What follows belongs to an exercise in optimizing a design on an open flow for small area; a production flow would make more cautious choices.
In this exercise RTL edits were held to simulation tests only and were not proved equivalent to the original.
The flow treats the clock pin as an ideal source. Dropping or thinning the clock tree relies on that and would not hold on a real chip.
Power and IR drop assume default switching activity.

// ad57xx_ctrl
module ad57xx_ctrl (
    input  wire        clk,
    input  wire        rst,            
    input  wire        cfg_dual,       
    input  wire        cfg_readback,   
    input  wire        req_valid,
    output wire        req_ready,
    input  wire [3:0]  req_op,
    input  wire [1:0]  req_kind,
    input  wire [2:0]  req_sel,
    input  wire [2:0]  req_tag,
    input  wire [15:0] req_val,
    input  wire [2:0]  req_ch,
    input  wire        req_on,
    input  wire [15:0] req_value,
    input  wire [3:0]  req_cfg,
    input  wire [2:0]  req_range,
    input  wire [15:0] req_raw,
    output wire        rsp_valid,
    output wire [1:0]  rsp_result,
    output wire [2:0]  rsp_tag,
    output wire [23:0] rsp_data,
    output wire [7:0]  rsp_terr,
    output wire        tx_valid,
    output wire        tx_xfer,
    output wire [23:0] tx_frame,
    input  wire        tx_done,
    input  wire        tx_err,
    input  wire [7:0]  tx_ecode,
    input  wire [23:0] tx_rx
);
Settings: LEC_CHECK=0, ABC_AREA=1, CAP_MARGIN=10, CORE_MARGIN=2, CORE_UTILIZATION=45, GPL_TIMING_DRIVEN=0, PLACE_DENSITY=0.65, SLEW_MARGIN=10; clock period 6.0 ns.
run.sh (not shown) runs the stock make flow with config.mk's settings and CLKGATE_MAP_FILE= SYNTH_SCRIPT=/design/flow/synth_recipe.tcl, a recipe that flattens the netlist after the stock synthesis.
The baseline ran to the end with no violations.
==> next run, changes <==
==> flow/flow/run.sh (new file) <==
#!/bin/bash
# The standard ORFS layout (standard.sh), with these changes:
#  - synthesis optimises the logic with ABC's &deepsyn and maps it with the
#    &nf area mapper, run twice (flow/synth.tcl, flow/area.abc); the
#    registers are the standard synthesis's;
#  - the port buffers are single-drive buffers (sky130_fd_sc_hd__buf_1);
#  - clock tree synthesis clusters up to 25 sinks per leaf buffer and
#    inserts no dummy loads.
# make's output goes to standard_flow.log; ORFS keeps each step's log under orfs/logs.
set -euo pipefail
here=$(pwd)
export FLOW_WORK=$here
export FLOW_ABC_SCRIPT=$here/flow/area.abc
bash standard.sh SYNTH_SCRIPT=$here/flow/synth.tcl \
  BUFFER_PORTS_ARGS="-buffer_cell sky130_fd_sc_hd__buf_1" \
  CTS_ARGS="-sink_clustering_enable -sink_clustering_size 25 -repair_clock_nets -dont_use_dummy_load" \
  finish > standard_flow.log 2>&1
==> flow/flow/area.abc (new file) <==
strash
&get -n
&deepsyn -J 300 -T 900
&put
&get -n
&st
&dch -f
&nf -R 1000
&put
strash
&get -n
&st
&dch -f
&nf -R 1000
&put
==> flow/flow/synth.tcl (new file) <==
# The standard flow's synthesis (synth_recipe.tcl) with one change: Yosys's abc pass runs
# the area script flow/area.abc (ABC's &deepsyn, then the &nf mapper run twice)
# instead of ORFS's.
proc abc {args} {
  set i [lsearch -exact $args -script]
  if { $i >= 0 } {
    lset args [expr { $i + 1 }] $::env(FLOW_ABC_SCRIPT)
  }
  yosys abc {*}$args
}
source $::env(FLOW_WORK)/synth_recipe.tcl
==> flow/standard.sh (new file) <==
#!/bin/bash
# synth_recipe.tcl (not shown) runs the flow's synth.tcl, then flattens the netlist and writes it again
# the make line also repeats each setting of config.mk as NAME=value (left out here)
make -C /OpenROAD-flow-scripts/flow DESIGN_CONFIG=/design/flow/config.mk WORK_HOME=/design/flow/orfs CLKGATE_MAP_FILE= SYNTH_SCRIPT=/design/flow/synth_recipe.tcl "${@:-finish}"
removed: flow/run.sh
Result: Synthesized cell count went down by 34%; clock skew went up by 0.021 ns; total power went down by 33%; worst setup slack degrades by 0.13 ns; register-to-register slack degrades by 1.9 ns; wire length went down by 20%.
==> next run, changes <==
==> flow/flow/run.sh (replaced) <==
#!/bin/bash
# The standard ORFS layout (standard.sh), with these changes:
#  - synthesis optimises the logic with ABC's &deepsyn and maps it with the
#    &nf area mapper, run twice (flow/synth.tcl, flow/area.abc); the
#    registers are the standard synthesis's;
#  - the port buffers, and the buffers synthesis puts on pass-through and
#    constant outputs, are single-drive buffers (sky130_fd_sc_hd__buf_1);
#  - clock tree synthesis inserts no dummy loads.
# make's output goes to standard_flow.log; ORFS keeps each step's log under orfs/logs.
set -euo pipefail
here=$(pwd)
export FLOW_WORK=$here
export FLOW_ABC_SCRIPT=$here/flow/area.abc
bash standard.sh SYNTH_SCRIPT=$here/flow/synth.tcl \
  MIN_BUF_CELL_AND_PORTS="sky130_fd_sc_hd__buf_1 A X" \
  BUFFER_PORTS_ARGS="-buffer_cell sky130_fd_sc_hd__buf_1" \
  CTS_ARGS="-sink_clustering_enable -repair_clock_nets -dont_use_dummy_load" \
  finish > standard_flow.log 2>&1
Outcome:
- The new run passed the timing, design-rule and antenna checks
- design area drops slightly
- wire length falls slightly
- setup slack is better by 0.46 ns
- global-route usage climbs by 0.25 points
- utilization is about the same

## run a
Another version of the RTL of ad57xx_ctrl (not shown whole).
Size in the first run: roughly 47 flip-flops, about 180 I/O pins, ~0.0029 sq mm of cells after synthesis.
==> flow/design.v (excerpt) <==
module ad57xx_ctrl (
    input  wire        clk,
    input  wire        rst,            
    input  wire        cfg_dual,       
    input  wire        cfg_readback,   
    input  wire        req_valid,
    output wire        req_ready,
    input  wire [3:0]  req_op,
    input  wire [1:0]  req_kind,
    input  wire [2:0]  req_sel,
    input  wire [2:0]  req_tag,
    input  wire [15:0] req_val,
    input  wire [2:0]  req_ch,
    input  wire        req_on,
    input  wire [15:0] req_value,
    input  wire [3:0]  req_cfg,
    input  wire [2:0]  req_range,
    input  wire [15:0] req_raw,
    output wire        rsp_valid,
    output wire [1:0]  rsp_result,
    output wire [2:0]  rsp_tag,
    output wire [23:0] rsp_data,
    output wire [7:0]  rsp_terr,
    output wire        tx_valid,
    output wire        tx_xfer,
    output wire [23:0] tx_frame,
    input  wire        tx_done,
    input  wire        tx_err,
    input  wire [7:0]  tx_ecode,
    input  wire [23:0] tx_rx
);
Settings: LEC_CHECK=0, ABC_AREA=1, CAP_MARGIN=10, CORE_MARGIN=2, CORE_UTILIZATION=45, GPL_TIMING_DRIVEN=0, PLACE_DENSITY=0.65, SLEW_MARGIN=10; clock period 6.0 ns.
standard.sh (not shown) runs the stock make flow with config.mk's settings and CLKGATE_MAP_FILE= SYNTH_SCRIPT=/design/flow/synth_recipe.tcl, a recipe that flattens the netlist after the stock synthesis.
==> flow/flow/run.sh <==
#!/bin/bash
# The standard ORFS layout (standard.sh), with these changes:
#  - synthesis maps the logic with each of flow/area*.abc (ABC's &deepsyn
#    and &nf area mapper, then ABC's buffering and sizing for the loads)
#    and keeps the smallest (flow/synth.tcl); the registers are the
#    standard synthesis's;
#  - the port buffers, and the buffers synthesis puts on pass-through and
#    constant outputs, are single-drive buffers (sky130_fd_sc_hd__buf_1);
#  - clock tree synthesis inserts no dummy loads, and the clock port then
#    drives the tree's leaf buffers directly (flow/post_cts.tcl).
# make's output goes to standard_flow.log; ORFS keeps each step's log under orfs/logs.
set -euo pipefail
here=$(pwd)
export FLOW_WORK=$here
export FLOW_FLOW_DIR=$here/flow
bash standard.sh SYNTH_SCRIPT=$here/flow/synth.tcl \
  MIN_BUF_CELL_AND_PORTS="sky130_fd_sc_hd__buf_1 A X" \
  BUFFER_PORTS_ARGS="-buffer_cell sky130_fd_sc_hd__buf_1" \
  CTS_ARGS="-sink_clustering_enable -repair_clock_nets -dont_use_dummy_load" \
  POST_CTS_TCL=$here/flow/post_cts.tcl \
  finish > standard_flow.log 2>&1
==> flow/flow/area1.abc <==
strash
&get -n
&deepsyn -J 300 -T 900
&put
&get -n
&st
&dch -f
&nf -R 1000
&put
strash
&get -n
&st
&dch -f
&nf -R 1000
&put

topo
stime -c
buffer -c
upsize -c
dnsize -c
==> flow/flow/area2.abc <==
strash
&get -n
&deepsyn -J 300 -T 900 -S 2
&put
&get -n
&st
&dch -f
&nf -R 1000
&put
strash
&get -n
&st
&dch -f
&nf -R 1000
&put

topo
stime -c
buffer -c
upsize -c
dnsize -c
==> flow/flow/area3.abc <==
strash
&get -n
&deepsyn -J 300 -T 900
&put
&get -n
&st
&nf -R 1000
&put
strash
&get -n
&st
&dch -f
&nf -R 1000
&put

topo
stime -c
buffer -c
upsize -c
dnsize -c
==> flow/flow/area4.abc <==
strash
&get -n
&st
&dch -f
&nf -R 1000
&put
strash
&get -n
&st
&dch -f
&nf -R 1000
&put

topo
stime -c
buffer -c
upsize -c
dnsize -c
Other scripts of this flow, unchanged in this note and not shown: flow/flow/post_cts.tcl, flow/flow/synth.tcl
Run a finished all stages; the layout is clean.
--- input diff run a..run b ---
Settings: swapping 10 for 0 in SLEW_MARGIN; swapping 10 for 0 in CAP_MARGIN.
-- flow/flow/run.sh --
<<< run a, line 2
# The standard ORFS layout (standard.sh), with these changes:
#  - synthesis maps the logic with each of flow/area*.abc (ABC's &deepsyn
#    and &nf area mapper, then ABC's buffering and sizing for the loads)
#    and keeps the smallest (flow/synth.tcl); the registers are the
#    standard synthesis's;
#  - the port buffers, and the buffers synthesis puts on pass-through and
#    constant outputs, are single-drive buffers (sky130_fd_sc_hd__buf_1);
>>> run b, line 2
# The standard ORFS layout (standard.sh), with these changes:
#  - synthesis maps the logic with each of flow/area*.abc (ABC's &deepsyn
#    and &nf area mapper) and keeps the smallest (flow/synth.tcl); the
#    registers are the standard synthesis's;
#  - the port buffers, and the buffers synthesis puts on pass-through and
#    constant outputs, are single-drive buffers (sky130_fd_sc_hd__buf_1);
-- flow/flow/area1.abc --
<<< run a, line 14
&nf -R 1000
&put

topo
stime -c
buffer -c
upsize -c
dnsize -c
>>> run b, line 14
&nf -R 1000
&put
-- flow/flow/area2.abc --
<<< run a, line 14
&nf -R 1000
&put

topo
stime -c
buffer -c
upsize -c
dnsize -c
>>> run b, line 14
&nf -R 1000
&put
-- flow/flow/area3.abc --
<<< run a, line 13
&nf -R 1000
&put

topo
stime -c
buffer -c
upsize -c
dnsize -c
>>> run b, line 13
&nf -R 1000
&put
==> flow/flow/area4.abc <==
strash
&get -n
&st
&dch -f
&nf -R 1000
&put
strash
&get -n
&st
&dch -f
&nf -R 1000
&put
==> comparison <==
- For the share of power burned in combinational logic, run b came in 2.0 points lower than run a did.
- Looking at first-iteration DRC count, run b sits above run a.
- For the register-to-register slack, run b came in 1.14 ns lower than run a did.
- The lower fraction of met1 tracks used by global routing of run b and run a is in run b.
- Compared to run a, run b has synthesized cell count 4.9% lower.
- [compare] base=run a new=run b: utilization grew by 1.6 points, clock skew climbed 0.0044 ns.
- Comparing run b and run a, the lower synthesized-area fraction occupied by and/or/nand/nor cells is on run a.
- Run b improves on run a in total power.
- The capturing instance or port of the critical path comes out rsp_data[6] in one run and dp[3]$_DFF_P_ in the other, namely in run a and run b respectively.
- On via-per-instance ratio, run b and run a are neck and neck.
- Comparing final-layout non-clock buffer area share for run b and run a, the smaller number came from run b.

## what the ideal ports hide
In the flow no input, the clock included, has a driving cell. The finished layouts below were timed again as built, in two steps. Step 1 (the two cells are an assumption about what drives the block):
set clk [get_ports {clk}]
set_driving_cell -lib_cell sky130_fd_sc_hd__clkbuf_16 $clk
set_driving_cell -lib_cell sky130_fd_sc_hd__buf_2 [delete_from_list [all_inputs] $clk]
Step 2 also shifts input and output timing later by t, the mid clock arrival at the registers, as if the neighbouring blocks saw the same clock. Three values: no drivers, after step 1, after step 2; two values: the first two.
| run | shift t [ns] | slack for setup (ns) | worst register clock-pin slew, ns | worst data-port slew with drivers (ns) |
|---|---|---|---|---|
| the first run of note 1 | 0.331 | 1.935 / 1.914 / 1.914 | 0.09 / 0.09 | 0.05 |
| the second run of note 1 | 0.320 | 1.802 / 1.809 / 1.490 | 0.10 / 0.10 | 0.05 |
| the third run of note 1 | 0.325 | 2.259 / 2.254 / 1.938 | 0.10 / 0.10 | 0.06 |
| run a | 0.193 | 2.644 / 2.590 / 2.676 | 0.09 / 0.09 | 0.05 |
| run b | 0.195 | 1.891 / 1.923 / 1.729 | 0.10 / 0.10 | 0.05 |
After both steps every run listed still meets setup and hold. For the third run of note 1, which loses most, drivers alone change the setup slack by -0.005 ns; drivers and shift together by -0.321 ns.
